This is an optimization exercise on Yosys and OpenROAD, whose aim is small area, a short achievable clock period and few clock cycles, not a production implementation.
In this exercise RTL edits were held to simulation tests only and were not proved equivalent to the original.
Power and IR drop assume default switching activity.

Design dshot_core, start of the top module:
module dshot_core (
  input  wire         clk,
  input  wire         rst,
  input  wire         cmd_valid,
  output wire         cmd_ready,
  input  wire [39:0]  cmd,
  output reg          rdata_valid,
  output reg  [31:0]  rdata,
  output reg          ev_valid,
  output reg  [146:0] ev
);
Size: ~2,400 cells after synthesis, ~230 I/O pins, roughly 29,000 um2 of cells after synthesis.
clock: 14.0 ns
lec_check: 0
cap_margin: 20
core_margin: 2
core_utilization: 60
cts_cluster_diameter: 100
cts_cluster_size: 24
place_density: 0.75
slew_margin: 20
standard.sh (not shown) runs the stock make flow with config.mk's settings and CLKGATE_MAP_FILE= SYNTH_SCRIPT=/design/flow/synth_recipe.tcl, a recipe that flattens the netlist after the stock synthesis.
==> flow/flow/run.sh <==
#!/bin/bash
# Standard ORFS layout, with timing repair aiming well below the clock period and
# plain buf_2 cells for the port buffers.
bash standard.sh SETUP_SLACK_MARGIN=10 TNS_END_PERCENT=100 "BUFFER_PORTS_ARGS=-buffer_cell sky130_fd_sc_hd__buf_2" finish > standard.log 2>&1
Testbench counts at the start, summed over its fixed seeds: cycles 40,723.
==> next run, changes <==
Settings changed: CORE_UTILIZATION 60 to 70, PLACE_DENSITY 0.75 to 0.85.
What happened:
- design area went down by 0.60%
- core utilization increases by 11 points
- clock skew fell by 0.0076 ns

* * *

Another version of the RTL of dshot_core (not shown whole).
For scale: roughly 230 I/O pins, about 30000 sq um of cells after synthesis.
export LEC_CHECK = 0
export CAP_MARGIN = 20
export CORE_MARGIN = 2
export CORE_UTILIZATION = 45
export CTS_CLUSTER_DIAMETER = 100
export CTS_CLUSTER_SIZE = 24
export PLACE_DENSITY = 0.65
export SLEW_MARGIN = 20
create_clock -name core_clock -period 14.0 [get_ports {clk}]
Scripts as last shown in full above: flow/flow/run.sh
Testbench counts at the start, summed over its fixed seeds: cycles 40,723.
Edit:
==> flow/flow/run.sh (replaced) <==
#!/bin/bash
# Standard ORFS layout, with timing repair aiming well below the clock period and
# plain buf_2 cells for the port buffers.
bash standard.sh SETUP_SLACK_MARGIN=10.5 TNS_END_PERCENT=100 "BUFFER_PORTS_ARGS=-buffer_cell sky130_fd_sc_hd__buf_2" finish > standard.log 2>&1
=> The new run finished clean; clock skew barely changes; synthesized area is unchanged; power rises by about 0.7%; sequential share of layout area falls by 2.5 points; final cell count rises by about 1.7%; global-route usage rises by 1.0 points; critical path depth rises by 9; clock-buffer cell count falls by 1; non-clock buffer count rises by 65; worst setup slack got worse by 14 ps; maximum frequency falls by 0.35%.
Edit:
==> flow/flow/run.sh (replaced) <==
#!/bin/bash
# Standard ORFS layout, with timing repair aiming well below the clock period and
# plain buf_2 cells for the port buffers.
bash standard.sh SETUP_SLACK_MARGIN=10 TNS_END_PERCENT=100 "BUFFER_PORTS_ARGS=-buffer_cell sky130_fd_sc_hd__buf_2" finish > standard.log 2>&1
CORE_UTILIZATION = 60   (was 45)
PLACE_DENSITY = 0.75   (was 0.65)
- non-clock buffer count came out lower by 69
- final area came out lower by 6.1%
- synthesized cell count stays the same
- sequential cell count is unchanged
- register-to-register slack loses 520 ps
- hold slack loses 18 ps
- total power came out lower by 2.9%
Edit:
==> flow/flow/run.sh (replaced) <==
#!/bin/bash
# Standard ORFS layout, with timing repair aiming well below the clock period.
bash standard.sh SETUP_SLACK_MARGIN=10.25 TNS_END_PERCENT=100 finish > standard.log 2>&1
CORE_UTILIZATION = 45   (was 60)
PLACE_DENSITY = 0.65   (was 0.75)
Outcome: Wire length increases by 6.5%; sequential power is about the same; synthesized cell count is unchanged.

* * *

dshot_core, a different RTL version from the one above (not shown whole).
Size in the first run: about 590 flip-flops, roughly 0.027 sq mm of cells after synthesis.
export LEC_CHECK = 0
export CAP_MARGIN = 20
export CORE_MARGIN = 2
export CORE_UTILIZATION = 60
export CTS_CLUSTER_DIAMETER = 100
export CTS_CLUSTER_SIZE = 24
export PLACE_DENSITY = 0.75
export SLEW_MARGIN = 20
create_clock -name core_clock -period 14.0 [get_ports {clk}]
==> flow/flow/run.sh <==
#!/bin/bash
# Standard ORFS layout, with timing repair aiming well below the clock period and
# plain buf_2 cells for the port buffers.
bash standard.sh SETUP_SLACK_MARGIN=10 TNS_END_PERCENT=100 "BUFFER_PORTS_ARGS=-buffer_cell sky130_fd_sc_hd__buf_2" finish > standard.log 2>&1
Testbench counts at the start, summed over its fixed seeds: cycles 40,723.
Change:
--- a/flow/config.mk
+++ b/flow/config.mk
@@ -9,6 +9,6 @@
 export CORE_MARGIN = 2
-export CORE_UTILIZATION = 60
+export CORE_UTILIZATION = 70
 export CTS_CLUSTER_DIAMETER = 100
 export CTS_CLUSTER_SIZE = 24
-export PLACE_DENSITY = 0.75
+export PLACE_DENSITY = 0.85
 export SLEW_MARGIN = 20
Result: The changed run completed with no timing, DRC or antenna violations; power falls slightly; die area falls by about a fifth; fmax falls slightly; clock power falls slightly; wire length falls slightly; final area falls slightly.

## afterwards: timing with drivers on the ports
No port has a modelled driver above. Below, the same layouts with a new extraction and two added sets of constraints. Step 1, drivers: a clkbuf_16 drives clk and a buf_2 each remaining input, both assumed. Step 2 adds t to the input delays and takes it off the output delays; t is the mean of the earliest and latest rising clock arrival at the registers after step 1. Input paths then give back, and output paths get back, about the clock's delay inside the block. a / b / c = ideal / step 1 / step 2; a / b = the first two.
| run | t, ns | slack for setup (ns) | clock arrival spread, ns |
|---|---|---|---|
| the first run of note 1 | 0.645 | 10.001 / 9.938 / 9.513 | 0.032 / 0.032 |
| the second run of note 1 | 0.665 | 10.064 / 10.001 / 9.554 | 0.025 / 0.024 |
| the first run of note 2 | 0.661 | 10.060 / 9.999 / 9.441 | 0.035 / 0.035 |
| the second run of note 2 | 0.651 | 10.047 / 10.029 / 9.425 | 0.036 / 0.036 |
| the third run of note 2 | 0.649 | 10.005 / 9.944 / 9.518 | 0.036 / 0.037 |
| the fourth run of note 2 | 0.650 | 10.045 / 10.038 / 9.426 | 0.042 / 0.042 |
| the first run of note 3 | 0.659 | 9.922 / 9.861 / 9.399 | 0.025 / 0.026 |
| the second run of note 3 | 0.659 | 9.890 / 9.831 / 9.336 | 0.021 / 0.020 |
After both steps setup and hold are still met in every run listed. The setup slack of the second run of note 2, which loses most, moves by -0.018 ns with the drivers and by -0.622 ns with both steps.
